Background: an optimization exercise with open tools, aiming at a short achievable clock period and few clock cycles. Do not read the settings as production practice. No run shown here included a check of the RTL's function; only the layout flow was run. Power figures rest on the tool's default switching activity, not on a simulated workload.

### design/flow/config.mk
export PLATFORM = sky130hd
export DESIGN_NAME = jcpu8
export DESIGN_NICKNAME = jcpu8
export VERILOG_FILES = /design/flow/design.v
export SDC_FILE = /design/flow/constraint.sdc
export NUM_CORES = 4
export LEC_CHECK = 0
export CAP_MARGIN = 20
export CORE_MARGIN = 2
export CORE_UTILIZATION = 25
export GPL_ROUTABILITY_DRIVEN = 1
export PLACE_DENSITY = 0.45
export SETUP_SLACK_MARGIN = 4.0
export SLEW_MARGIN = 20
export SYNTH_HIERARCHICAL = 1
export SYNTH_MINIMUM_KEEP_SIZE = 0
### design/flow/constraint.sdc
create_clock -name core_clock -period 6.0 [get_ports {clk}]
set_input_delay 1.2000 -clock core_clock [delete_from_list [all_inputs] [get_ports {clk}]]
set_output_delay 1.2000 -clock core_clock [all_outputs]
set_load 0.01 [all_outputs]
### design/flow/design.v
module jcpu8 (
    input  wire        clk,
    input  wire        rst,         
    input  wire        stall,       
    output wire [15:0] mem_addr,
    output wire        mem_we,
    output wire [7:0]  mem_wdata,
    input  wire [7:0]  mem_rdata,
    input  wire [7:0]  io0,
    output wire        io_event,
    output wire [7:0]  io_value,
    output wire        fault
);
    localparam [3:0] ID_MOV = 4'h1, ID_LW  = 4'h2, ID_SW  = 4'h3, ID_LDA = 4'h4,
                     ID_PUSH = 4'h5, ID_POP = 4'h6, ID_JNZ = 4'h7, ID_ADD = 4'h8,
                     ID_ADC = 4'h9, ID_AND = 4'hA, ID_NOR = 4'hB, ID_CMP = 4'hC;
    reg [7:0]  ra, rb, rc, rd, rl, rh, rf;
    reg [15:0] sp;
    reg [7:0]  io_prev;
    reg        faulted;
    reg        pF, pA1, pA2, pM;    
    reg [15:0] addr_q;      
    reg [15:0] ret_q;       
    reg        we_q;
    reg [7:0]  wd_q;
    reg        imm;
    reg        c_lw, c_sw, c_push, c_pop, c_jnz, c_three, c_ls;
    reg        c_mov, c_and, c_nor, c_add, c_adc, c_cmp, c_lda;
    reg [7:0]  rf_sel;      
    reg [7:0]  arg1;
    reg [7:0]  a1_sel;      
    reg        e1_v;        
    reg [6:0]  ex_we;       
    reg        ex_lda, ex_add, ex_cmp, ex_and, ex_nor, ex_sum;
    reg        cin_q;
    reg [6:0]  e2_we;       
    reg        e2_lda, e2_add, e2_cmp;
    reg [7:0]  x1_q;        
    reg [7:0]  op2_q;       
    reg [7:0]  ex_hi;       
    reg        ex_d_f, ex_d_inv;
    reg        ex_s_reg;    
    reg [2:0]  ex_s_lo;     
    reg        ex_s_hi;     
    reg [2:0]  ex_d_lo;     
    reg [7:0]  res_q;       
    reg [7:0]  cmp_q;       
    reg [7:0]  hi_q;        
    reg        fl_c;        
    reg        fl_d_f, fl_d_inv, fl_s_same, fl_s_f;
    reg [7:0]  fl_op2;
    reg        ev_q;
    reg [7:0]  ev_val;
    reg        fault_q;
    wire active = !stall && !faulted;
    function automatic [7:0] onehot(input [7:0] c);
        begin
            onehot = 8'd0;
            case (c)
                8'd0: onehot[0] = 1'b1;
                8'd1: onehot[1] = 1'b1;
                8'd2: onehot[2] = 1'b1;
                8'd3: onehot[3] = 1'b1;
                8'd4: onehot[4] = 1'b1;
                8'd5: onehot[5] = 1'b1;
                8'd6: onehot[6] = 1'b1;
                default: onehot[7] = 1'b1;
            endcase
        end
    endfunction
    function automatic [7:0] rsel(input [7:0] s,
                                  input [7:0] a, input [7:0] b, input [7:0] c,
                                  input [7:0] d, input [7:0] l, input [7:0] h,
                                  input [7:0] f);
        begin
            rsel = ({8{s[0]}} & a) | ({8{s[1]}} & b) | ({8{s[2]}} & c) |
                   ({8{s[3]}} & d) | ({8{s[4]}} & l) | ({8{s[5]}} & h) |
                   ({8{s[6]}} & f) | {8{s[7]}};
        end
    endfunction
    function automatic [7:0] cmpbits(input [7:0] x, input [7:0] y);
        reg [7:0] g1, e1;
        reg [3:0] g2, e2;
        reg [1:0] g3, e3;
        reg       g4, e4;
        integer i;
        begin
            g1 = x & ~y;
            e1 = ~(x ^ y);
            for (i = 0; i < 4; i = i + 1) begin
                g2[i] = g1[2*i+1] | (e1[2*i+1] & g1[2*i]);
                e2[i] = e1[2*i+1] & e1[2*i];
            end
            for (i = 0; i < 2; i = i + 1) begin
                g3[i] = g2[2*i+1] | (e2[2*i+1] & g2[2*i]);
                e3[i] = e2[2*i+1] & e2[2*i];
            end
            g4 = g3[1] | (e3[1] & g3[0]);
            e4 = e3[1] & e3[0];
            cmpbits = {4'd0, !g4 && !e4, e4, g4, 1'b0};
        end
    endfunction
    function automatic [8:0] add8(input [7:0] a, input [7:0] b, input cin);
        reg [7:0] g, p, gg, pp, gn, pn;
        reg [8:0] c;
        integer i, k;
        begin
            g = a & b;
            p = a ^ b;
            gg = g;
            pp = p;
            for (k = 1; k < 8; k = k * 2) begin
                gn = gg;
                pn = pp;
                for (i = k; i < 8; i = i + 1) begin
                    gn[i] = gg[i] | (pp[i] & gg[i-k]);
                    pn[i] = pp[i] & pp[i-k];
                end
                gg = gn;
                pp = pn;
            end
            c[0] = cin;
            for (i = 0; i < 8; i = i + 1)
                c[i+1] = gg[i] | (pp[i] & cin);
            add8 = {c[8], p ^ c[7:0]};
        end
    endfunction
    function automatic is_defined(input [7:0] b);
        begin
            if (b[3:0] == ID_LW || b[3:0] == ID_SW)
                is_defined = 1'b1;
            else if (b[6:4] != 3'd0)
                is_defined = 1'b0;
            else case (b[3:0])
                ID_MOV, ID_ADD, ID_ADC, ID_AND, ID_NOR, ID_CMP,
                ID_PUSH, ID_JNZ: is_defined = 1'b1;
                ID_LDA:          is_defined = b[7];
                ID_POP:          is_defined = ~b[7];
                default:         is_defined = 1'b0;
            endcase
        end
    endfunction
    assign mem_addr  = addr_q;
    assign mem_we    = we_q;
    assign mem_wdata = wd_q;
    assign io_event  = ev_q;
    assign io_value  = ev_val;
    assign fault     = fault_q;
    wire        hi_nz, any_nz, op_def;
    jcpu8_bdec u_bdec (.b(mem_rdata), .hi(hi_nz), .any(any_nz), .def(op_def));
    wire [7:0]  x_rd;
    wire [7:0]  ra_e = e2_we[0] ? res_q : ra;
    wire [7:0]  rb_e = e2_we[1] ? res_q : rb;
    wire [7:0]  rc_e = e2_we[2] ? res_q : rc;
    wire [7:0]  rd_e = e2_we[3] ? res_q : rd;
    wire [7:0]  rl_e = (e2_we[4] || e2_lda) ? res_q : rl;
    wire [7:0]  rh_e = e2_we[5] ? res_q : e2_lda ? hi_q : rh;
    wire [7:0]  rf_e = e2_we[6] ? res_q : rf;
    wire        f_nz = e2_add || e2_cmp;
    jcpu8_xsel u_xsel (.s(mem_rdata[2:0]), .hi(hi_nz),
                       .ra(ra_e), .rb(rb_e), .rc(rc_e), .rd(rd_e), .rl(rl_e), .rh(rh_e), .rf(rf_e),
                       .x(x_rd));
    wire [7:0]  rd_sel  = onehot(mem_rdata);
    wire [7:0]  x_a1    = rsel(a1_sel, ra, rb, rc, rd, rl, rh, rf);
    wire [7:0]  x_rf    = rsel(rf_sel, ra, rb, rc, rd, rl, rh, rf);
    wire [7:0]  opv     = imm ? mem_rdata : x_rd;
    wire [15:0] pc_inc  = addr_q + 16'd1;
    wire [15:0] sp_dec_w = sp - 16'd1;
    reg  [15:0] sp_dec, sp_inc;
    reg         sp_ok, sp_ffff, sp_zero;   
    wire [15:0] ls_addr = imm ? {arg1, mem_rdata} : {x_a1, x_rd};
    reg  [6:0]  rz_q;
    reg         res_z, hi_z;
    wire [6:0]  zr_e;
    assign zr_e[0] = e2_we[0] ? res_z : rz_q[0];
    assign zr_e[1] = e2_we[1] ? res_z : rz_q[1];
    assign zr_e[2] = e2_we[2] ? res_z : rz_q[2];
    assign zr_e[3] = e2_we[3] ? res_z : rz_q[3];
    assign zr_e[4] = (e2_we[4] || e2_lda) ? res_z : rz_q[4];
    assign zr_e[5] = e2_we[5] ? res_z : e2_lda ? hi_z : rz_q[5];
    assign zr_e[6] = f_nz ? 1'b0 : e2_we[6] ? res_z : rz_q[6];
    wire        push_wait = f_nz && !imm;
    wire        go_ls  = pA2 && c_ls;
    wire        go_jnz = pA1 && c_jnz;
    wire [15:0] addr_early = pM ? ret_q :
                             (pA1 && c_push) ? sp_dec :
                             (pA1 && c_pop)  ? sp : pc_inc;
    wire        a_go   = !rst && active && adv;
    wire [15:0] addr_e = rst ? 16'd0 : a_go ? addr_early : addr_q;
    wire [15:0] addr_d;
    jcpu8_amux u_amux (.s_bus(a_go && go_ls && imm), .s_x(a_go && go_ls && !imm),
                       .s_j(a_go && go_jnz), .imm(imm), .zr(zr_e),
                       .hi(hi_nz), .any(any_nz),
                       .b(mem_rdata), .x(x_rd), .arg1(arg1), .x_a1(x_a1),
                       .hl({rh_e, rl_e}), .e(addr_e), .o(addr_d));
    always @(posedge clk) addr_q <= addr_d;
    wire        adv = !(pA1 && c_push && push_wait);
    wire [3:0]  nid = mem_rdata[3:0];
    always @(posedge clk) begin
        if (rst) begin
            pF <= 1'b1; pA1 <= 1'b0; pA2 <= 1'b0; pM <= 1'b0;
            we_q <= 1'b0;
            sp <= 16'd0;
            io_prev <= 8'd0; faulted <= 1'b0;
        end else if (active) begin
            we_q <= (pA1 && c_push && !push_wait && sp_ok) ||
                    (pA2 && c_sw && ls_addr[15]);
            if (pF) begin
                if (io0 != io_prev) io_prev <= io0;
                if (!op_def) faulted <= 1'b1;
                pF <= 1'b0; pA1 <= 1'b1;
            end
            if (pA1 && adv) begin
                pA1 <= 1'b0;
                if (c_three)         pA2 <= 1'b1;
                else if (c_jnz)      pF  <= 1'b1;
                else                 pM  <= 1'b1;
            end
            if (pA2) begin
                pA2 <= 1'b0;
                if (c_ls) pM <= 1'b1;
                else      pF <= 1'b1;
            end
            if (pM) begin
                pM <= 1'b0;
                pF <= 1'b1;
                if (c_push) begin
                    if (!sp_ok) begin
                        faulted <= 1'b1;
                    end else begin
                        sp <= sp_dec;
                        if (sp_ffff) sp[7:0]  <= wd_q;
                        if (sp_zero) sp[15:8] <= wd_q;
                    end
                end
                if (c_pop) sp <= sp_inc;
                if (c_sw) begin
                    if (!addr_q[15]) begin
                        faulted <= 1'b1;
                    end else begin
                        if (addr_q == 16'hFFFE) sp[7:0]  <= wd_q;
                        if (addr_q == 16'hFFFF) sp[15:8] <= wd_q;
                    end
                end
            end
        end
    end
    always @(posedge clk) begin
        if (rst) begin
            imm <= 1'b0;
            c_lw <= 1'b0; c_sw <= 1'b0; c_ls <= 1'b0; c_push <= 1'b0;
            c_pop <= 1'b0; c_jnz <= 1'b0; c_three <= 1'b0; c_mov <= 1'b0;
            c_and <= 1'b0; c_nor <= 1'b0; c_add <= 1'b0; c_adc <= 1'b0;
            c_cmp <= 1'b0; c_lda <= 1'b0;
            rf_sel <= 8'd0; arg1 <= 8'd0; a1_sel <= 8'd0;
            sp_ok <= 1'b0; sp_ffff <= 1'b0; sp_zero <= 1'b0;
            sp_dec <= 16'd0; sp_inc <= 16'd0;
            ret_q <= 16'd0;
        end else begin
        if (pF) begin
            imm     <= mem_rdata[7];
            c_lw    <= nid == ID_LW;
            c_sw    <= nid == ID_SW;
            c_ls    <= nid == ID_LW || nid == ID_SW;
            c_push  <= nid == ID_PUSH;
            c_pop   <= nid == ID_POP;
            c_jnz   <= nid == ID_JNZ;
            c_three <= !(nid == ID_PUSH || nid == ID_POP || nid == ID_JNZ);
            c_mov   <= nid == ID_MOV;
            c_and   <= nid == ID_AND;
            c_nor   <= nid == ID_NOR;
            c_add   <= nid == ID_ADD || nid == ID_ADC;
            c_adc   <= nid == ID_ADC;
            c_cmp   <= nid == ID_CMP;
            c_lda   <= nid == ID_LDA;
            rf_sel  <= onehot({5'd0, mem_rdata[6:4]});
            sp_dec  <= sp - 16'd1;
            sp_inc  <= sp + 16'd1;
            sp_ok   <= sp_dec_w[15];
            sp_ffff <= &sp;
            sp_zero <= ~|sp;
        end
        if (pA1) begin
            arg1   <= mem_rdata;
            a1_sel <= rd_sel;
        end
        if (pA1 || pA2) ret_q <= pc_inc;
        end
    end
    wire fault_set = active && ((pF && !op_def) ||
                                (pM && c_push && !sp_ok) ||
                                (pM && c_sw && !addr_q[15]));
    wire ev_next   = active && pF && io0 != io_prev;
    always @(posedge clk) begin
        if (rst) begin
            ev_q    <= 1'b0;
            fault_q <= 1'b0;
        end else if (!stall) begin
            ev_q    <= ev_next;
            fault_q <= (faulted || fault_set) && !ev_next;
        end
        if (rst)     ev_val <= 8'd0;
        else if (pF) ev_val <= io0;
    end
    wire [8:0] sum = add8(x1_q, op2_q, cin_q);
    wire [7:0] res = ({8{ex_sum}} & sum[7:0]) |
                     ({8{ex_and}} & (x1_q & op2_q)) |
                     ({8{ex_nor}} & ~(x1_q | op2_q)) |
                     ({8{!(ex_sum || ex_and || ex_nor)}} & op2_q);
    wire [7:0] e_p = x1_q ^ op2_q;
    wire [7:0] e_o = x1_q | op2_q;
    wire       sum_zero = (e_p == {e_o[6:0], cin_q});
    wire       res_zero = ex_sum ? sum_zero :
                          ex_and ? ((x1_q & op2_q) == 8'd0) :
                          ex_nor ? (e_o == 8'hFF) : (op2_q == 8'd0);
    wire [7:0] f_c    = (fl_d_f ? res_q : rf) | {7'd0, fl_c};
    wire [7:0] fl_x1  = res_q | {7'd0, fl_d_f & fl_c} | {8{fl_d_inv}};
    wire [7:0] fl_y   = fl_s_same ? fl_x1 : fl_s_f ? f_c : fl_op2;
    wire [7:0] f_add  = f_c | cmpbits(fl_x1, fl_y);
    wire setup_alu = pA2 && !c_ls;
    wire setup_ld  = pM && (c_lw || c_pop);
    wire [7:0] ld_sel = c_lw ? rf_sel : a1_sel;
    always @(posedge clk) begin
        if (rst) begin
            ra <= 8'd0; rb <= 8'd0; rc <= 8'd0; rd <= 8'd0;
            rl <= 8'd0; rh <= 8'd0; rf <= 8'd0;
            e1_v <= 1'b0;
            ex_we <= 7'd0; ex_lda <= 1'b0; ex_add <= 1'b0; ex_cmp <= 1'b0;
            e2_we <= 7'd0; e2_lda <= 1'b0; e2_add <= 1'b0; e2_cmp <= 1'b0;
            rz_q <= 7'h7F;
        end else if (active) begin
            rz_q <= zr_e;
            if (e2_we[0]) ra <= res_q;
            if (e2_we[1]) rb <= res_q;
            if (e2_we[2]) rc <= res_q;
            if (e2_we[3]) rd <= res_q;
            if (e2_we[4] || e2_lda) rl <= res_q;
            if (e2_we[5]) rh <= res_q;
            else if (e2_lda) rh <= hi_q;
            if (e2_add)        rf <= f_add;
            else if (e2_we[6]) rf <= res_q;
            else if (e2_cmp)   rf <= cmp_q;
            e2_we  <= e1_v ? ex_we : 7'd0;
            e2_lda <= e1_v && ex_lda;
            e2_add <= e1_v && ex_add;
            e2_cmp <= e1_v && ex_cmp;
            e1_v <= setup_alu || setup_ld;
            if (setup_alu) begin
                ex_we  <= (c_cmp || c_lda) ? 7'd0 : a1_sel[6:0];
                ex_lda <= c_lda;
                ex_add <= c_add;
                ex_cmp <= c_cmp;
            end
            if (setup_ld) begin
                ex_we  <= ld_sel[6:0];
                ex_lda <= 1'b0;
                ex_add <= 1'b0;
                ex_cmp <= 1'b0;
            end
        end
    end
    wire [7:0] op2_d, wd_d;
    jcpu8_xlmux u_op2 (.s_bus(!rst && ((setup_alu && imm) || setup_ld)),
                       .s_x(!rst && setup_alu && !imm),
                       .b(mem_rdata), .hi(hi_nz),
                       .ra(ra_e), .rb(rb_e), .rc(rc_e), .rd(rd_e), .rl(rl_e), .rh(rh_e), .rf(rf_e),
                       .e(rst ? 8'd0 : op2_q), .o(op2_d));
    jcpu8_xlmux u_wd  (.s_bus(!rst && pA1 && imm), .s_x(!rst && pA1 && !imm),
                       .b(mem_rdata), .hi(hi_nz),
                       .ra(ra_e), .rb(rb_e), .rc(rc_e), .rd(rd_e), .rl(rl_e), .rh(rh_e), .rf(rf_e),
                       .e(rst ? 8'd0 : pA2 ? x_rf : wd_q), .o(wd_d));
    always @(posedge clk) begin
        op2_q <= op2_d;
        wd_q  <= wd_d;
    end
    always @(posedge clk) begin
        if (rst) begin
            ex_sum <= 1'b0; ex_and <= 1'b0; ex_nor <= 1'b0; cin_q <= 1'b0;
            x1_q <= 8'd0; ex_hi <= 8'd0;
            ex_d_f <= 1'b0; ex_d_inv <= 1'b0; ex_s_reg <= 1'b0;
            ex_s_lo <= 3'd0; ex_s_hi <= 1'b0; ex_d_lo <= 3'd0;
        end else begin
        if (setup_alu) begin
            ex_sum    <= c_add;
            ex_and    <= c_and;
            ex_nor    <= c_nor;
            cin_q     <= c_adc & rf[0];
            x1_q      <= x_a1;
            ex_hi     <= arg1;
            ex_d_f    <= a1_sel[6];
            ex_d_inv  <= a1_sel[7];
            ex_s_reg  <= !imm;
            ex_s_lo   <= mem_rdata[2:0];
            ex_s_hi   <= hi_nz;
            ex_d_lo   <= arg1[2:0];
        end
        if (setup_ld) begin
            ex_sum <= 1'b0;
            ex_and <= 1'b0;
            ex_nor <= 1'b0;
        end
        end
    end
    always @(posedge clk) begin
        begin
            res_q     <= res;
            cmp_q     <= cmpbits(x1_q, op2_q);
            hi_q      <= ex_hi;
            hi_z      <= ex_hi == 8'd0;
            res_z     <= res_zero;
            fl_c      <= ex_sum & sum[8];
            fl_d_f    <= ex_d_f;
            fl_d_inv  <= ex_d_inv;
            fl_s_same <= ex_s_reg && !ex_s_hi && !ex_d_inv && ex_s_lo == ex_d_lo;
            fl_s_f    <= ex_s_reg && !ex_s_hi && ex_s_lo == 3'd6;
            fl_op2    <= op2_q;
        end
    end
endmodule
module jcpu8_bdec (
    input  wire [7:0] b,
    output wire       hi,      
    output wire       any,     
    output wire       def      
);
    assign hi  = |b[7:3];
    assign any = |b;
    assign def = (b[3:0] == 4'h2 || b[3:0] == 4'h3) ||
                 (b[6:4] == 3'd0 &&
                  (b[3:0] == 4'h1 || b[3:0] == 4'h5 || b[3:0] == 4'h7 ||
                   (b[3:0] >= 4'h8 && b[3:0] <= 4'hC) ||
                   (b[3:0] == 4'h4 && b[7]) || (b[3:0] == 4'h6 && !b[7])));
endmodule
module jcpu8_xsel (
    input  wire [2:0] s,
    input  wire       hi,
    input  wire [7:0] ra, rb, rc, rd, rl, rh, rf,
    output wire [7:0] x
);
    reg [7:0] x_lo;
    always @* begin
        case (s)
            3'd0: x_lo = ra;
            3'd1: x_lo = rb;
            3'd2: x_lo = rc;
            3'd3: x_lo = rd;
            3'd4: x_lo = rl;
            3'd5: x_lo = rh;
            3'd6: x_lo = rf;
            default: x_lo = 8'hFF;
        endcase
    end
    assign x = x_lo | {8{hi}};
endmodule
module jcpu8_xlmux (
    input  wire       s_bus,
    input  wire       s_x,
    input  wire [7:0] b,
    input  wire       hi,
    input  wire [7:0] ra, rb, rc, rd, rl, rh, rf,
    input  wire [7:0] e,
    output wire [7:0] o
);
    reg [7:0] x_lo;
    always @* begin
        case (b[2:0])
            3'd0: x_lo = ra;
            3'd1: x_lo = rb;
            3'd2: x_lo = rc;
            3'd3: x_lo = rd;
            3'd4: x_lo = rl;
            3'd5: x_lo = rh;
            3'd6: x_lo = rf;
            default: x_lo = 8'hFF;
        endcase
    end
    assign o = s_bus ? b : s_x ? (x_lo | {8{hi}}) : e;
endmodule
module jcpu8_amux (
    input  wire        s_bus,
    input  wire        s_x,
    input  wire        s_j,
    input  wire        imm,
    input  wire [6:0]  zr,       
    input  wire        hi,       
    input  wire        any,      
    input  wire [7:0]  b,
    input  wire [7:0]  x,
    input  wire [7:0]  arg1,
    input  wire [7:0]  x_a1,
    input  wire [15:0] hl,
    input  wire [15:0] e,
    output wire [15:0] o
);
    wire [7:0] zr8   = {1'b0, zr};
    wire       z     = !hi && zr8[b[2:0]];
    wire       taken = imm ? any : !z;
    assign o = (s_j && taken) ? hl :
               s_bus ? {arg1, b} :
               s_x   ? {x_a1, x} : e;
endmodule
### design/flow/run.sh
#!/bin/bash
# synth_recipe.tcl (not shown) runs the flow's synth.tcl, then flattens the netlist and writes it again
# the make line also repeats each setting of config.mk as NAME=value (left out here)
make -C /OpenROAD-flow-scripts/flow DESIGN_CONFIG=/design/flow/config.mk WORK_HOME=/design/flow/orfs CLKGATE_MAP_FILE= SYNTH_SCRIPT=/design/flow/synth_recipe.tcl finish
==> results.toml, run 1 <==
[global_route]
grt_pass1_wl_mm = 120.7
grt_max_degree = 88
grtUsageMet3 = 0.05493
grt-busiest-layer = "met2"
track_usage = 0.2193
overflow = 0
met2_usage = 0.3318
grt_pass1_vias = 17000
antenna_found_initial = 1
grtUsageMet1 = 0.3001

[floorplan]
die_area_um2 = 73800
coreArea_um2 = 71240
start_util = 0.2514
io_pins = 54
die_y_um = 271.7
die_x_um = 271.7
num_rows = 98

[logic_synthesis]
syn_area_per_cell_um2 = 8.093
ys_seq_area_frac = 0.3398
synth_top_area_cell = "dfxtp_1"
synth.distinct_cells = 89
async_flop_share = 0
synth_nets = 2270
ys_dominant_reg_cell = "dfxtp_1"
syn_inst = 2213
syn_area_um2 = 17910
synth_edf_count = 0
yosysTopAreaCellShare = 0.3398
yosysWarnings = 9
ys_seq_elements = 304
yosys-top-cells-area = "dfxtp_1, mux2i_1, nor2_1, nand2_1, mux2_2"

[detailed_routing]
routedWlPerCell_um = 25.71
wirelength_mm = 84.02
firstDrtPassIters = 8
drt_drc_violations_left = 0
ant_nets = 0
drt_iter0_drc = 2172
dr_total_vias = 18200
routed_via_density = 5.570

[finish]
fin_nets = 2347
fin_cells = 3268
postLayoutCoreUtil = 0.3284
fillers = 7413
final_cell_mix = "nor2_1, dfxtp_1, nand2_1"
syn_to_final_growth_pct = 30.61
mostFrequentLayoutCell = "nor2_1"
drive_gt1_frac = 0.2686

[placed_design]
place_hpwl_mm = 53.73
placed_cells = 3062
io_buffer_count = 53
place_ws_ps = 1910
gp_routability_congestion = 0.9353

[power_and_ir_drop]
powerDensity_nw_per_um2 = 239.9
power_leakage_uw = 0.008637
vdd_drop_max_v = 0.0001565

[cts]
cts_max_path_buffers = 3
htree_levels = 2
clk_pin_slew_ps = 60
postCtsHoldBufs = 0
cts.sinks = 304
insertion_delay_ps = 570
cts_tree = "done"
clock-root-buffer = "clkbuf_16"
cts_buffers = 37

[sta]
fin_ws_ps = 3493
slew_headroom = 0.2754
tns_ps = 0
slew_viol_final = 0
min_period_over_period = 0.4178
rsz0062_at_grt = "yes"
setup_viol = 0
worst_pin_slew_ps = 1075
skew_ps = 16.89
fmax_ghz = 0.3989
fin_crit_ps = 2507
finalHoldViolCount = 0

[critical_path]
critPathRequiredTime_ps = 6450
worstSetupPathType = "primary input to flop"
crit_fanout = 8
start_kind = "primary input"
critPathCaptureType = "flop"
cp.arrival_ps = 2950

[flow_run]
drv_cap = 0

[worst_hold_path]
hp-class = "flop to flop"

[run_status]
status = "timing/DRC/antenna clean"
## critical path: stages
cell and delay [ps]:
buf_6 90, buf_8 120, nor3_4 170, nand2_4 110, or4_4 500, o21ai_4 150, a31oi_4 70, clkbuf_16 230
mux2_4 300
## cell type report
class                   instances  area, um^2  area share
well taps                     950        1189     0.05081
inverters                      57       222.7    0.009521
repair buffers                223        2604      0.1113
clock inverters                14       177.7    0.007595
clock buffers                  51        1091     0.04664
multi-input cells            1667       11820      0.5052
diodes                          2       5.005   0.0002139
flip-flops and latches        304        6286      0.2687
## layer usage
layer / wire, um / share of wire
met3: 7607 / 0.091
met4: 3504 / 0.042
met1: 36310 / 0.43
met2: 36470 / 0.43
met5: 130 / 0.0015
## Yosys stat by module, one instance, submodules excluded
module,cells inside,times used,area (um^2),flops+latches
jcpu8_xlmux,85,2,646.9,0
jcpu8_xsel,80,1,525.5,0
jcpu8_amux,79,1,648.1,0
jcpu8,1874,1,15370,304
jcpu8_bdec,10,1,70.07,0
## cell usage after synthesis, types with 11 or more instances
library cell / instances
a221oi_1: 39
a22oi_1: 21
mux2_4: 14
nor2_1: 258
a311oi_1: 12
a22o_1: 28
buf_1: 14
nand3_1: 65
o21ai_0: 88
inv_1: 54
a21oi_1: 145
and3_1: 11
nand4_1: 18
o211ai_1: 13
clkbuf_1: 134
nor4_1: 15
nand2b_1: 32
nand3b_1: 13
dfxtp_1: 304
nor3_1: 67
buf_2: 32
mux2_2: 65
nand2_1: 230
xnor2_1: 33
o22ai_1: 18
xor2_1: 24
a211oi_1: 90
mux2i_1: 100
o21ai_1: 25
or2_2: 12
nor2b_1: 16
ha_1: 37
## final timing paths
path,from,endpoint,slack (ps),cells after the start
max,mem_rdata[5],addr_q[15],3490,9
min,ex_d_f,fl_d_f,340,0
max reg2reg,e2_lda,addr_q[1],3550,8
min reg2reg,ex_d_f,fl_d_f,340,0
## stage by stage
step / instance area, um^2 / total power, uW / hold slack (ps)
2_1_floorplan: 18300 / 2715 / 330.6
3_3_place_gp: 19250 / 3007 / 335.9
3_5_place_dp: 19250 / 3010 / 340.2
4_1_cts: 22740 / 5601 / 343.9
5_1_grt: 23390 / 5785 / 352.8
6_report: 23390 / 5613 / 345.0
## report_power, final
group,internal (uW),total (uW),leakage [uW],switching [uW]
sequential,2110,2250,0.00252,135
clock,1440,2410,0.000633,968
combinational,395,953,0.00548,557
## cells by family after synthesis
kind of cell    after synthesis  share of synthesized area
compound gates              588                     0.2222
xor+xnor                     57                    0.02787
fa+ha+maj                    38                    0.02697
buf+inv                     245                    0.05610
flops                       304                     0.3398
mux                         187                     0.1179
simple gates                794                     0.2092
## repair_timing
action                                  in CTS  in global routing
endpoints found under the setup margin     231                171
buffers inserted                           100                 19
cloned                                      18                  2
pin swaps                                   60                 53
gates resized for setup                    508                113
==> inputs of run 2 (changes only) <==
--- a/design/flow/config.mk
+++ b/design/flow/config.mk
@@ -8,7 +8,8 @@
 export CAP_MARGIN = 20
 export CORE_MARGIN = 2
-export CORE_UTILIZATION = 25
+export CORE_UTILIZATION = 45
 export GPL_ROUTABILITY_DRIVEN = 1
-export PLACE_DENSITY = 0.45
+export GPL_TIMING_DRIVEN = 1
+export PLACE_DENSITY = 0.6
 export SETUP_SLACK_MARGIN = 4.0
 export SLEW_MARGIN = 20
==> results.toml, run 2 <==
[logic_synthesis]
syn_inst = 2213
syn_area_um2 = 17910
synth_most_common_cell = "dfxtp_1"
ys_dominant_reg_cell = "dfxtp_1"
ys_seq_elements = 304
ys_seq_area_frac = 0.3398
synth_common_cells = "dfxtp_1, nor2_1, nand2_1, a21oi_1, clkbuf_1"
async_flop_share = 0
syn_area_per_cell_um2 = 8.093
synth_nets = 2270
synth_edf_count = 0
synth.distinct_cells = 89
yosysWarnings = 9
synth_top_area_cell = "dfxtp_1"
yosys-top-cells-area = "dfxtp_1, mux2i_1, nor2_1, nand2_1, mux2_2"
yosysTopAreaCellShare = 0.3398

[floorplan]
die_x_um = 203.5
start_util = 0.4528
die_y_um = 203.5
coreArea_um2 = 39550
die_area_um2 = 41410
io_pins = 54
num_rows = 73

[sta]
min_period_over_period = 0.4128
worst_pin_slew_ps = 979.5
setup_viol = 0
tns_ps = 0
rsz0062_at_grt = "yes"
finalHoldViolCount = 0
slew_headroom = 0.3401
slew_viol_final = 0
fmax_ghz = 0.4037
fin_crit_ps = 2477
skew_ps = 25.18

[global_route]
grtUsageMet1 = 0.4678
grt_max_degree = 77
grtUsageMet3 = 0.1040
grt_pass1_vias = 16800
grt-busiest-layer = "met2"
met2_usage = 0.5204
overflow = 0
antenna_found_initial = 2
grt_pass1_wl_mm = 109.6
track_usage = 0.3500

[power_and_ir_drop]
vdd_drop_max_v = 0.0001452
power_leakage_uw = 0.008502
p_total_uw = 5427
powerDensity_nw_per_um2 = 239.2

[cts]
insertion_delay_ps = 570
cts_max_path_buffers = 3
cts.sinks = 304
htree_levels = 2
clk_pin_slew_ps = 70
cts_tree = "done"
clock-root-buffer = "clkbuf_16"
cts_buffers = 37

[finish]
final_cell_area_um2 = 22690
final_cell_mix = "nor2_1, dfxtp_1, nand2_1"
fillers = 3561
drive_gt1_frac = 0.2540
mostFrequentLayoutCell = "nor2_1"
syn_to_final_growth_pct = 26.69
fin_nets = 2334

[placed_design]
gp_routability_congestion = 0.9576
dpl_cell_area_um2 = 18660
io_buffer_count = 53
place_hpwl_mm = 48.23

[detailed_routing]
ant_nets = 0
routed_via_density = 6.447
wirelength_mm = 74.54
firstDrtPassIters = 8
drt_drc_violations_left = 0
drt_iter0_drc = 2658
dr_total_vias = 18240
routedWlPerCell_um = 26.35

[run_status]
status = "timing/DRC/antenna clean"

[worst_hold_path]
hp-class = "flop to flop"
holdPathStages = 0

[critical_path]
critPathRequiredTime_ps = 6450
start_kind = "primary input"
cp.arrival_ps = 2920
crit_fanout = 9
r2r_cells = 10
critPathCaptureType = "flop"
worstSetupPathType = "primary input to flop"

[flow_run]
drv_cap = 0
[run 2: cell counts after synthesis]
Identical to the previous run, type by type.
[run 2: worst max-delay path: stages]
cell and delay, ps:
buf_6 90, buf_8 120, nor3_4 230, nand2_4 70, buf_4 150, buf_8 130
buf_4 140, nor3b_4 210, buf_12 160, o311ai_1 100, a211oi_1 200, nor2_1 100
[run 2: where the power goes]
part	switching, uW	internal (uW)
logic	527	398
registers	132	2120
clock network	942	1310
total	1600	3830
[run 2: cells by family (layout without fill, tap and decap cells)]
logic type / Yosys count / in the layout / share of synthesized area
and+or+nand+nor: 794 / 794 / 0.2092
AOI/OAI and AO/OA: 588 / 591 / 0.2222
DFF: 304 / 304 / 0.3398
buffers and inverters: 245 / 332 / 0.05610
muxes: 187 / 187 / 0.1179
xor gates and xnor gates: 57 / 57 / 0.02787
adders and majority gates: 38 / 38 / 0.02697
other: 0 / 1 / 0
[run 2: what timing repair did]
item / 4_1_cts / 5_1_grt
pin swaps: 57 / 53
buffers inserted: 93 / 22
hold buffers: 0 / 0
gates cloned: 17 / 2
setup endpoints to repair: 279 / 145
resized for setup: 476 / 109
[run 2: worst paths after layout]
path	start	to	slack [ps]
worst max-delay path	mem_rdata[4]	op2_q[2]	3520
worst min-delay path	ex_d_f	fl_d_f	340
worst max register to register	addr_q[0]	addr_q[12]	3590
worst min register to register	ex_d_f	fl_d_f	340
[run 2: cell type report]
class                           instances  area, um^2  area share
Timing Repair Buffer                  210        2596      0.1144
Sequential cell                       304        6271      0.2764
Clock inverter                         13       130.1    0.005735
Inverter                               57       231.5     0.01020
Multi-Input combinational cell       1667       11750      0.5178
Tap cell                              525       656.9     0.02895
Antenna cell                            1       2.502   0.0001103
Clock buffer                           52        1052     0.04638
[run 2: metal layers]
metal | share of wire | wire [um]
met5 | 0.00042 | 31
met4 | 0.049 | 3671
met3 | 0.12 | 8583
met2 | 0.42 | 31650
met1 | 0.41 | 30600
[run 2: per-module statistics from Yosys, one instance, submodules excluded]
module | times used | flops+latches | cell area [um^2] | cells
jcpu8 | 1 | 304 | 15370 | 1874
jcpu8_amux | 1 | 0 | 648.1 | 79
jcpu8_bdec | 1 | 0 | 70.07 | 10
jcpu8_xlmux | 2 | 0 | 646.9 | 85
jcpu8_xsel | 1 | 0 | 525.5 | 80
[run 2: through the flow]
stage | std cells | util | worst slack [ps] | hold WS, ps
finish | 2829 | 0.5737 | 3523 | 344.6
global route | 2828 | 0.5736 | 3521 | 355.6
CTS | 2804 | 0.5556 | 3518 | 346.8
detailed placement | 2629 | 0.4717 | 2075 | 341.5
global placement | 2629 | 0.4717 | 2062 | 338.2
floorplan | 2213 | - | 3166 | 330.6
==> inputs of run 3 (changes only) <==
--- a/design/flow/design.v
+++ b/design/flow/design.v
@@ -166,6 +166,6 @@
     wire [7:0]  opv     = imm ? mem_rdata : x_rd;
     wire [15:0] pc_inc  = addr_q + 16'd1;
-    wire [15:0] sp_dec_w = sp - 16'd1;
-    reg  [15:0] sp_dec, sp_inc;
+    wire [15:0] sp_dec  = sp - 16'd1;
+    wire [15:0] sp_inc  = sp + 16'd1;
     reg         sp_ok, sp_ffff, sp_zero;   
     wire [15:0] ls_addr = imm ? {arg1, mem_rdata} : {x_a1, x_rd};
@@ -181,9 +181,53 @@
     assign zr_e[6] = f_nz ? 1'b0 : e2_we[6] ? res_z : rz_q[6];
     wire        push_wait = f_nz && !imm;
+    localparam SCN = 8;
+    reg  [SCN-1:0]    sc_v;
+    reg  [16*SCN-1:0] sc_a;
+    reg  [8*SCN-1:0]  sc_d;
+    reg  [2:0]        sc_ptr;
+    reg               pop_hit;     
+    reg  [7:0]        pop_dat;
+    wire              sc_wr = active && pM && we_q;    
+    wire [SCN-1:0]    sc_mw, sc_mr;
+    wire [7:0]        sc_rd [0:SCN];
+    assign sc_rd[0] = 8'd0;
+    genvar gi;
+    generate
+        for (gi = 0; gi < SCN; gi = gi + 1) begin : g_sc
+            assign sc_mw[gi] = sc_v[gi] && sc_a[16*gi +: 16] == addr_q;
+            assign sc_mr[gi] = sc_v[gi] && sc_a[16*gi +: 16] == sp;
+            assign sc_rd[gi+1] = sc_rd[gi] | ({8{sc_mr[gi]}} & sc_d[8*gi +: 8]);
+            always @(posedge clk) begin
+                if (rst) begin
+                    sc_v[gi] <= 1'b0;
+                end else if (sc_wr) begin
+                    if (sc_mw[gi] || (!(|sc_mw) && sc_ptr == gi)) begin
+                        sc_v[gi]           <= 1'b1;
+                        sc_a[16*gi +: 16]  <= addr_q;
+                        sc_d[8*gi +: 8]    <= wd_q;
+                    end
+                end
+            end
+        end
+    endgenerate
+    always @(posedge clk) begin
+        if (rst) begin
+            sc_ptr  <= 3'd0;
+            pop_hit <= 1'b0;
+            pop_dat <= 8'd0;
+        end else begin
+            if (sc_wr && !(|sc_mw)) sc_ptr <= sc_ptr + 3'd1;
+            if (pF) begin
+                pop_hit <= |sc_mr;
+                pop_dat <= sc_rd[SCN];
+            end
+        end
+    end
+    wire        pop_fast = pA1 && c_pop && pop_hit;
     wire        go_ls  = pA2 && c_ls;
     wire        go_jnz = pA1 && c_jnz;
     wire [15:0] addr_early = pM ? ret_q :
                              (pA1 && c_push) ? sp_dec :
-                             (pA1 && c_pop)  ? sp : pc_inc;
+                             (pA1 && c_pop && !pop_hit) ? sp : pc_inc;
     wire        a_go   = !rst && active && adv;
     wire [15:0] addr_e = rst ? 16'd0 : a_go ? addr_early : addr_q;
@@ -213,7 +257,8 @@
             if (pA1 && adv) begin
                 pA1 <= 1'b0;
-                if (c_three)         pA2 <= 1'b1;
-                else if (c_jnz)      pF  <= 1'b1;
-                else                 pM  <= 1'b1;
+                if (c_three)               pA2 <= 1'b1;
+                else if (c_jnz || pop_fast) pF <= 1'b1;
+                else                       pM  <= 1'b1;
+                if (pop_fast) sp <= sp_inc;
             end
             if (pA2) begin
@@ -255,5 +300,4 @@
             rf_sel <= 8'd0; arg1 <= 8'd0; a1_sel <= 8'd0;
             sp_ok <= 1'b0; sp_ffff <= 1'b0; sp_zero <= 1'b0;
-            sp_dec <= 16'd0; sp_inc <= 16'd0;
             ret_q <= 16'd0;
         end else begin
@@ -275,7 +319,5 @@
             c_lda   <= nid == ID_LDA;
             rf_sel  <= onehot({5'd0, mem_rdata[6:4]});
-            sp_dec  <= sp - 16'd1;
-            sp_inc  <= sp + 16'd1;
-            sp_ok   <= sp_dec_w[15];
+            sp_ok   <= sp_dec[15];
             sp_ffff <= &sp;
             sp_zero <= ~|sp;
@@ -345,5 +387,5 @@
             e2_add <= e1_v && ex_add;
             e2_cmp <= e1_v && ex_cmp;
-            e1_v <= setup_alu || setup_ld;
+            e1_v <= setup_alu || setup_ld || pop_fast;
             if (setup_alu) begin
                 ex_we  <= (c_cmp || c_lda) ? 7'd0 : a1_sel[6:0];
@@ -352,6 +394,6 @@
                 ex_cmp <= c_cmp;
             end
-            if (setup_ld) begin
-                ex_we  <= ld_sel[6:0];
+            if (setup_ld || pop_fast) begin
+                ex_we  <= pop_fast ? rd_sel[6:0] : ld_sel[6:0];
                 ex_lda <= 1'b0;
                 ex_add <= 1'b0;
@@ -361,13 +403,11 @@
     end
     wire [7:0] op2_d, wd_d;
-    jcpu8_xlmux u_op2 (.s_bus(!rst && ((setup_alu && imm) || setup_ld)),
-                       .s_x(!rst && setup_alu && !imm),
-                       .b(mem_rdata), .hi(hi_nz),
-                       .ra(ra_e), .rb(rb_e), .rc(rc_e), .rd(rd_e), .rl(rl_e), .rh(rh_e), .rf(rf_e),
-                       .e(rst ? 8'd0 : op2_q), .o(op2_d));
-    jcpu8_xlmux u_wd  (.s_bus(!rst && pA1 && imm), .s_x(!rst && pA1 && !imm),
-                       .b(mem_rdata), .hi(hi_nz),
-                       .ra(ra_e), .rb(rb_e), .rc(rc_e), .rd(rd_e), .rl(rl_e), .rh(rh_e), .rf(rf_e),
-                       .e(rst ? 8'd0 : pA2 ? x_rf : wd_q), .o(wd_d));
+    jcpu8_lmux u_op2 (.s_bus(!rst && ((setup_alu && imm) || setup_ld)),
+                      .s_x(!rst && setup_alu && !imm),
+                      .b(mem_rdata), .x(x_rd),
+                      .e(rst ? 8'd0 : (active && pop_fast) ? pop_dat : op2_q), .o(op2_d));
+    jcpu8_lmux u_wd  (.s_bus(!rst && pA1 && imm), .s_x(!rst && pA1 && !imm),
+                      .b(mem_rdata), .x(x_rd),
+                      .e(rst ? 8'd0 : pA2 ? x_rf : wd_q), .o(wd_d));
     always @(posedge clk) begin
         op2_q <= op2_d;
@@ -395,5 +435,5 @@
             ex_d_lo   <= arg1[2:0];
         end
-        if (setup_ld) begin
+        if (setup_ld || (active && pop_fast)) begin
             ex_sum <= 1'b0;
             ex_and <= 1'b0;
@@ -453,27 +493,13 @@
     assign x = x_lo | {8{hi}};
 endmodule
-module jcpu8_xlmux (
+module jcpu8_lmux (
     input  wire       s_bus,
     input  wire       s_x,
     input  wire [7:0] b,
-    input  wire       hi,
-    input  wire [7:0] ra, rb, rc, rd, rl, rh, rf,
+    input  wire [7:0] x,
     input  wire [7:0] e,
     output wire [7:0] o
 );
-    reg [7:0] x_lo;
-    always @* begin
-        case (b[2:0])
-            3'd0: x_lo = ra;
-            3'd1: x_lo = rb;
-            3'd2: x_lo = rc;
-            3'd3: x_lo = rd;
-            3'd4: x_lo = rl;
-            3'd5: x_lo = rh;
-            3'd6: x_lo = rf;
-            default: x_lo = 8'hFF;
-        endcase
-    end
-    assign o = s_bus ? b : s_x ? (x_lo | {8{hi}}) : e;
+    assign o = s_bus ? b : s_x ? x : e;
 endmodule
 module jcpu8_amux (
--- a/design/flow/config.mk
+++ b/design/flow/config.mk
@@ -8,8 +8,7 @@
 export CAP_MARGIN = 20
 export CORE_MARGIN = 2
-export CORE_UTILIZATION = 45
+export CORE_UTILIZATION = 25
 export GPL_ROUTABILITY_DRIVEN = 1
-export GPL_TIMING_DRIVEN = 1
-export PLACE_DENSITY = 0.6
+export PLACE_DENSITY = 0.45
 export SETUP_SLACK_MARGIN = 4.0
 export SLEW_MARGIN = 20
==> results.toml, run 3 <==
[floorplan]
die_area_um2 = 109200
start_util = 0.2527
io_pins = 54
coreArea_um2 = 105400
num_rows = 119
die_x_um = 330.4
die_y_um = 330.4

[finish]
fin_nets = 3327
postLayoutCoreUtil = 0.3660
regMostFlops = "sc_a"
largestRegisters = "sc_a (128), sc_d (64)"
mostFrequentLayoutCell = "nand2_1"
final_cell_mix = "nand2_1, buf_4, nor2_1"
drive_gt1_frac = 0.3366
largest_register_ffs = 128
fin_cells = 4703
final_cell_area_um2 = 38580
syn_to_final_growth_pct = 44.85

[flow_run]
drv_cap = 0

[cts]
clock-root-buffer = "clkbuf_16"
cts_max_path_buffers = 3
cts_tree = "done"
postCtsHoldBufs = 0
cts.sinks = 486
cts_buffers = 59
insertion_delay_ps = 660
htree_levels = 2
clk_pin_slew_ps = 60

[detailed_routing]
routedWlPerCell_um = 26.93
ant_nets = 0
routed_via_density = 5.455
dr_total_vias = 25650
wirelength_mm = 126.6
drt_iter0_drc = 2996
drt_drc_violations_left = 0
firstDrtPassIters = 6

[sta]
min_period_over_period = 0.4626
setup_viol = 0
hold_ws_ps = 344.8
slew_viol_final = 0
skew_ps = 42.36
finalHoldViolCount = 0
worst_pin_slew_ps = 982.4
fmax_ghz = 0.3603
fin_crit_ps = 2776
slew_headroom = 0.3400
tns_ps = 0
rsz0062_at_grt = "yes"

[global_route]
track_usage = 0.2221
overflow = 0
antenna_found_initial = 7
grt_pass1_vias = 24100
grt_pass1_wl_mm = 176.3
grt_max_degree = 80

[logic_synthesis]
synth_most_common_cell = "nand2_1"
synth.distinct_cells = 85
syn_area_per_cell_um2 = 9.182
syn_area_um2 = 26640
async_flop_share = 0
synth_common_cells = "nand2_1, dfxtp_1, nor2_1, xor2_1, a21oi_1"
ys_dominant_reg_cell = "dfxtp_1"
ys_seq_area_frac = 0.4374
synth_nets = 2964
yosysTopAreaCellShare = 0.2209
yosys-top-cells-area = "dfxtp_1, edfxtp_1, xor2_1, nand2_1, xnor2_1"
ys_seq_elements = 486
syn_inst = 2901
yosysWarnings = 8
synth_top_area_cell = "dfxtp_1"
synth_edf_count = 192

[power_and_ir_drop]
powerDensity_nw_per_um2 = 226.5
power_leakage_uw = 0.01418
vdd_drop_max_v = 0.0001959

[placed_design]
dpl_cell_area_um2 = 29010
io_buffer_count = 53
placed_cells = 4187
gp_routability_congestion = 0.8837
place_hpwl_mm = 71.73

[critical_path]
slowest_stage = "dfxtp_4"
critPathRequiredTime_ps = 6420
slowest_delay_ps = 410
worstSetupPathType = "flop to flop"
crit_top_cell = "buf_6"
crit_chain = "buf_12, xor2_2, nor4_2, nand4_1, o22ai_2, nor4_4, buf_6, buf_6, a31oi_4, nor2_4, clkbuf_16"
cp.arrival_ps = 3190
start_kind = "flop"
crit_fanout = 6
crit_family = "simple AND/OR/NAND/NOR gates"
critPathCaptureType = "flop"
crit_buf_inv = 4

[worst_hold_path]
hp-class = "flop to flop"

[run_status]
status = "timing/DRC/antenna clean"
## run 3: cell families after synthesis
| logic type | count (synthesis) | share of synthesized area |
|---|---|---|
| AND/OR/NAND/NOR | 966 | 0.1695 |
| multiplexers | 159 | 0.06496 |
| buffers and inverters | 291 | 0.04514 |
| flip-flops | 486 | 0.4374 |
| XOR/XNOR | 308 | 0.1013 |
| adder cells (fa/ha/maj) | 44 | 0.02095 |
| AO/OA/AOI/OAI | 647 | 0.1608 |
## run 3: report_power, final
group	switching, uW	internal [uW]
clock	1540	2160
combinational	775	606
sequential	135	3520
total	2450	6290
## run 3: cell type report
class                           count  area (um^2)
Fill cell                       10540        66830
Clock inverter                     23        291.5
Tap cell                         1391         1740
Clock buffer                       84         1673
Multi-Input combinational cell   2136        16260
Inverter                           64        267.8
Sequential cell                   486        11880
Antenna cell                        2        5.005
Timing Repair Buffer              517         6460
## run 3: worst paths after layout
| check | startpoint | to | slack, ps | cells past startpoint |
|---|---|---|---|---|
| hold / removal | ex_d_f | fl_d_f | 340 | 0 |
| hold reg to reg | ex_d_f | fl_d_f | 340 | 0 |
| setup / recovery | addr_q[11] | sc_a[32] | 3220 | 11 |
| setup reg to reg | addr_q[11] | sc_a[32] | 3220 | 11 |
## run 3: routing by layer
| layer | part of all wire | track usage | wire, um |
|---|---|---|---|
| met3 | 0.087 | 0.04300 | 11060 |
| met2 | 0.44 | 0.3446 | 55850 |
| met1 | 0.42 | 0.2979 | 52700 |
| met4 | 0.055 | 0.1016 | 6968 |
| met5 | 0.00045 | 0 | 57 |
## run 3: what timing repair did
action	4_1_cts	5_1_grt
pin swaps	201	147
gates resized for setup	818	204
gates cloned	39	8
buffers inserted	285	75
endpoints found under the setup margin	458	350
## run 3: Yosys stat by module (local to each module, per instance)
module      area (um^2)  copies in the design
jcpu8_amux        648.1                     1
jcpu8_xsel        525.5                     1
jcpu8             25050                     1
jcpu8_lmux        172.7                     2
jcpu8_bdec        70.07                     1
## run 3: worst reg2reg max path: stages, from the launching register on
cell	delay, ps
dfxtp_4	410
buf_12	180
xor2_2	160
nor4_2	320
nand4_1	270
o22ai_2	280
nor4_4	80
buf_6	150
buf_6	120
a31oi_4	280
nor2_4	90
clkbuf_16	170
## run 3: stage by stage
stage | worst slack (ps) | power (uW)
after floorplan | 3156 | 4239
after global placement | 1885 | 4615
after detailed placement | 1850 | 4612
after CTS | 3323 | 8665
after global routing | 3178 | 8984
final | 3224 | 8738
==> inputs of run 4 (changes only) <==
--- a/design/flow/design.v
+++ b/design/flow/design.v
@@ -181,12 +181,14 @@
     assign zr_e[6] = f_nz ? 1'b0 : e2_we[6] ? res_z : rz_q[6];
     wire        push_wait = f_nz && !imm;
-    localparam SCN = 8;
+    localparam SCN = 4;
     reg  [SCN-1:0]    sc_v;
     reg  [16*SCN-1:0] sc_a;
     reg  [8*SCN-1:0]  sc_d;
-    reg  [2:0]        sc_ptr;
+    reg  [1:0]        sc_ptr;
+    reg               pw_v;        
+    reg  [15:0]       pw_a;
+    reg  [7:0]        pw_d;
     reg               pop_hit;     
     reg  [7:0]        pop_dat;
-    wire              sc_wr = active && pM && we_q;    
     wire [SCN-1:0]    sc_mw, sc_mr;
     wire [7:0]        sc_rd [0:SCN];
@@ -195,5 +197,5 @@
     generate
         for (gi = 0; gi < SCN; gi = gi + 1) begin : g_sc
-            assign sc_mw[gi] = sc_v[gi] && sc_a[16*gi +: 16] == addr_q;
+            assign sc_mw[gi] = sc_v[gi] && sc_a[16*gi +: 16] == pw_a;
             assign sc_mr[gi] = sc_v[gi] && sc_a[16*gi +: 16] == sp;
             assign sc_rd[gi+1] = sc_rd[gi] | ({8{sc_mr[gi]}} & sc_d[8*gi +: 8]);
@@ -201,9 +203,9 @@
                 if (rst) begin
                     sc_v[gi] <= 1'b0;
-                end else if (sc_wr) begin
+                end else if (pw_v) begin
                     if (sc_mw[gi] || (!(|sc_mw) && sc_ptr == gi)) begin
                         sc_v[gi]           <= 1'b1;
-                        sc_a[16*gi +: 16]  <= addr_q;
-                        sc_d[8*gi +: 8]    <= wd_q;
+                        sc_a[16*gi +: 16]  <= pw_a;
+                        sc_d[8*gi +: 8]    <= pw_d;
                     end
                 end
@@ -211,14 +213,21 @@
         end
     endgenerate
+    wire pw_hit = pw_v && pw_a == sp;
     always @(posedge clk) begin
         if (rst) begin
-            sc_ptr  <= 3'd0;
+            sc_ptr  <= 2'd0;
+            pw_v    <= 1'b0;
+            pw_a    <= 16'd0;
+            pw_d    <= 8'd0;
             pop_hit <= 1'b0;
             pop_dat <= 8'd0;
         end else begin
-            if (sc_wr && !(|sc_mw)) sc_ptr <= sc_ptr + 3'd1;
+            if (pw_v && !(|sc_mw)) sc_ptr <= sc_ptr + 2'd1;
+            pw_v <= active && pM && we_q;
+            pw_a <= addr_q;
+            pw_d <= wd_q;
             if (pF) begin
-                pop_hit <= |sc_mr;
-                pop_dat <= sc_rd[SCN];
+                pop_hit <= pw_hit || (|sc_mr);
+                pop_dat <= pw_hit ? pw_d : sc_rd[SCN];
             end
         end
--- a/design/flow/config.mk
+++ b/design/flow/config.mk
@@ -8,9 +8,11 @@
 export CAP_MARGIN = 20
 export CORE_MARGIN = 2
-export CORE_UTILIZATION = 25
+export CORE_UTILIZATION = 35
 export GPL_ROUTABILITY_DRIVEN = 1
-export PLACE_DENSITY = 0.45
+export GPL_TIMING_DRIVEN = 1
+export PLACE_DENSITY = 0.55
 export SETUP_SLACK_MARGIN = 4.0
 export SLEW_MARGIN = 20
 export SYNTH_HIERARCHICAL = 1
 export SYNTH_MINIMUM_KEEP_SIZE = 0
+export TNS_END_PERCENT = 100
==> results.toml, run 4 <==
[logic_synthesis]
ys_dominant_reg_cell = "dfxtp_1"
synth.distinct_cells = 86
ys_seq_area_frac = 0.4035
syn_area_per_cell_um2 = 8.631
yosysTopAreaCellShare = 0.2766
ys_seq_elements = 410
synth_common_cells = "dfxtp_1, nand2_1, nor2_1, a21oi_1, clkbuf_1"
yosys-top-cells-area = "dfxtp_1, edfxtp_1, xnor2_1, nand2_1, a21oi_1"
synth_edf_count = 96
async_flop_share = 0
synth_top_area_cell = "dfxtp_1"
synth_nets = 2694
synth_most_common_cell = "dfxtp_1"
syn_area_um2 = 22720
yosysWarnings = 8
syn_inst = 2633

[floorplan]
coreArea_um2 = 64350
die_y_um = 258.8
die_area_um2 = 66980
io_pins = 54
start_util = 0.3531
die_x_um = 258.8
num_rows = 93

[detailed_routing]
routedWlPerCell_um = 26.09
routed_via_density = 5.983
wirelength_mm = 97.78
drt_iter0_drc = 2332
ant_nets = 0
drt_drc_violations_left = 0
dr_total_vias = 22420
firstDrtPassIters = 8

[sta]
skew_ps = 35.84
slew_viol_final = 0
finalHoldViolCount = 0
fin_ws_ps = 3255
rsz0062_at_grt = "yes"
worst_pin_slew_ps = 890.1
setup_viol = 0
fin_crit_ps = 2745
min_period_over_period = 0.4575
tns_ps = 0
fmax_ghz = 0.3643
slew_headroom = 0.4020

[global_route]
overflow = 0
grt_max_degree = 94
antenna_found_initial = 3
grt_pass1_vias = 21170
grtUsageMet3 = 0.05604
grt-busiest-layer = "met2"
track_usage = 0.2776
grtUsageMet1 = 0.3486
grt_pass1_wl_mm = 140.0
met2_usage = 0.4452

[cts]
cts.sinks = 410
clk_pin_slew_ps = 60
cts_max_path_buffers = 3
cts_tree = "done"
clock-root-buffer = "clkbuf_16"
insertion_delay_ps = 610
postCtsHoldBufs = 0
htree_levels = 2
cts_buffers = 48

[finish]
register_area_um2 = 9498
syn_to_final_growth_pct = 37.23
fin_nets = 2919
final_cell_mix = "nand2_1, nor2_1, dfxtp_1, buf_4, a21oi_1"
antenna_cells = 0
multi_input_area_um2 = 14270
regMostFlops = "sc_a"
largestRegisters = "sc_a (64), sc_d (32)"
postLayoutCoreUtil = 0.4846
fillers = 5868
mostFrequentLayoutCell = "nand2_1"
drive_gt1_frac = 0.3239
largest_register_ffs = 64

[critical_path]
critPathRequiredTime_ps = 6490
critPathCaptureType = "flop"
cp.arrival_ps = 3230
r2r_cells = 9
worstSetupPathType = "flop to flop"
crit_fanout = 4
start_kind = "flop"

[power_and_ir_drop]
p_total_uw = 6887
powerDensity_nw_per_um2 = 220.8
vdd_drop_max_v = 0.0001953
power_leakage_uw = 0.01156

[worst_hold_path]
holdPathStages = 0
hp-class = "flop to flop"

[placed_design]
place_hpwl_mm = 58.95
io_buffer_count = 53
gp_routability_congestion = 0.9334
place_ws_ps = 1614

[run_status]
status = "timing/DRC/antenna clean"

[flow_run]
drv_cap = 0
[run 4: cell count changes in the layout (fill, tap and decap cells not counted), moves of 28 or more]
cell | before | now
xor2_1 | 179 | 69
edfxtp_1 | 192 | 96
nand2_1 | 311 | 261
buf_6 | 139 | 111
buf_12 | 81 | 41
buf_4 | 231 | 203
[run 4: critical path, cell delays in order (launching register included)]
cell,delay [ps]
dfxtp_4,360
or4_4,550
buf_6,150
or4_4,540
buf_6,150
and3_4,150
a31oi_1,130
a221oi_1,90
a311o_1,290
a32o_1,220
[run 4: power by group]
group / switching, uW / internal (uW) / total, uW
Sequential: 129 / 2880 / 3010
Clock: 1240 / 1670 / 2910
Combinational: 532 / 427 / 959
[run 4: area by class of cell]
class,instances,share of cell area
Tap cell,855,0.03431
Clock inverter,14,0.004213
Sequential cell,410,0.3046
Clock buffer,71,0.04522
Inverter,47,0.007222
Timing Repair Buffer,398,0.1469
Multi-Input combinational cell,1953,0.4576
[run 4: final timing paths]
check          from  endpoint  slack (ps)
max reg2reg   sp[5]    sp[12]        3260
min reg2reg  ex_d_f    fl_d_f         340
min          ex_d_f    fl_d_f         340
max           sp[5]    sp[12]        3260
[run 4: metrics by stage]
stage | std cells | hold WS, ps | area (um^2)
global route | 3748 | 361.0 | 31180
CTS | 3667 | 348.1 | 29720
finish | 3748 | 343.6 | 31180
global placement | 3347 | 335.8 | 24100
detailed placement | 3348 | 347.3 | 24110
floorplan | 2633 | 330.6 | 23550
[run 4: per-module statistics from Yosys (local to each module, per instance)]
module | area [um^2] | copies in the design | cells
jcpu8_bdec | 70.07 | 1 | 10
jcpu8_lmux | 172.7 | 2 | 26
jcpu8 | 21140 | 1 | 2412
jcpu8_amux | 648.1 | 1 | 79
jcpu8_xsel | 525.5 | 1 | 80
[run 4: routing by layer]
| metal | routed length (um) | share of wire |
|---|---|---|
| met1 | 38440 | 0.39 |
| met2 | 43850 | 0.45 |
| met3 | 8617 | 0.088 |
| met4 | 6861 | 0.070 |
| met5 | 12 | 0.00012 |
[run 4: cells by family (layout without fill, tap and decap cells)]
family                   after synthesis  after routing  share of synthesized area
AO/OA/AOI/OAI                        621            626                     0.1782
XOR/XNOR                             198            198                    0.07631
adder cells (fa/ha/maj)               42             42                    0.02346
buffers and inverters                277            530                    0.04955
flip-flops                           410            410                     0.4035
multiplexers                         164            164                    0.07841
AND/OR/NAND/NOR                      921            923                     0.1906
[run 4: timing repair]
item | in CTS | in global routing
pin swaps | 128 | 155
endpoints found under the setup margin | 376 | 236
setup buffers | 209 | 77
hold endpoints to repair | 0 | 0
cloned | 25 | 4
gates resized for setup | 756 | 206

==> what the ideal ports hide <==
Ports are ideal in the flow. The routed layouts listed here were re-timed in OpenROAD. Step 1, drivers: a clkbuf_16 drives clk and a buf_2 each remaining input, both assumed. Step 2 moves the port delays by t, midway between the first and last clock arrival at a register: inputs arrive t later, outputs are due t later. That takes back most of the time a late clock gives input paths. Three values: ideal ports, drivers, drivers and shift; two values: the first two.
| run | t, ns | setup slack, ns | latest minus earliest clock arrival (ns) | worst data-port slew with drivers (ns) |
|---|---|---|---|---|
| run 1 | 0.630 | 3.493 / 3.479 / 2.849 | 0.020 / 0.020 | 0.19 |
| run 2 | 0.617 | 3.523 / 3.432 / 2.815 | 0.026 / 0.027 | 0.19 |
| run 3 | 0.710 | 3.224 / 3.220 / 2.832 | 0.044 / 0.043 | 0.25 |
| run 4 | 0.651 | 3.255 / 3.255 / 2.851 | 0.037 / 0.037 | 0.20 |
After both steps every run listed still meets setup and hold. The setup slack of run 2, which loses most, moves by -0.091 ns with the drivers and by -0.708 ns with both steps.
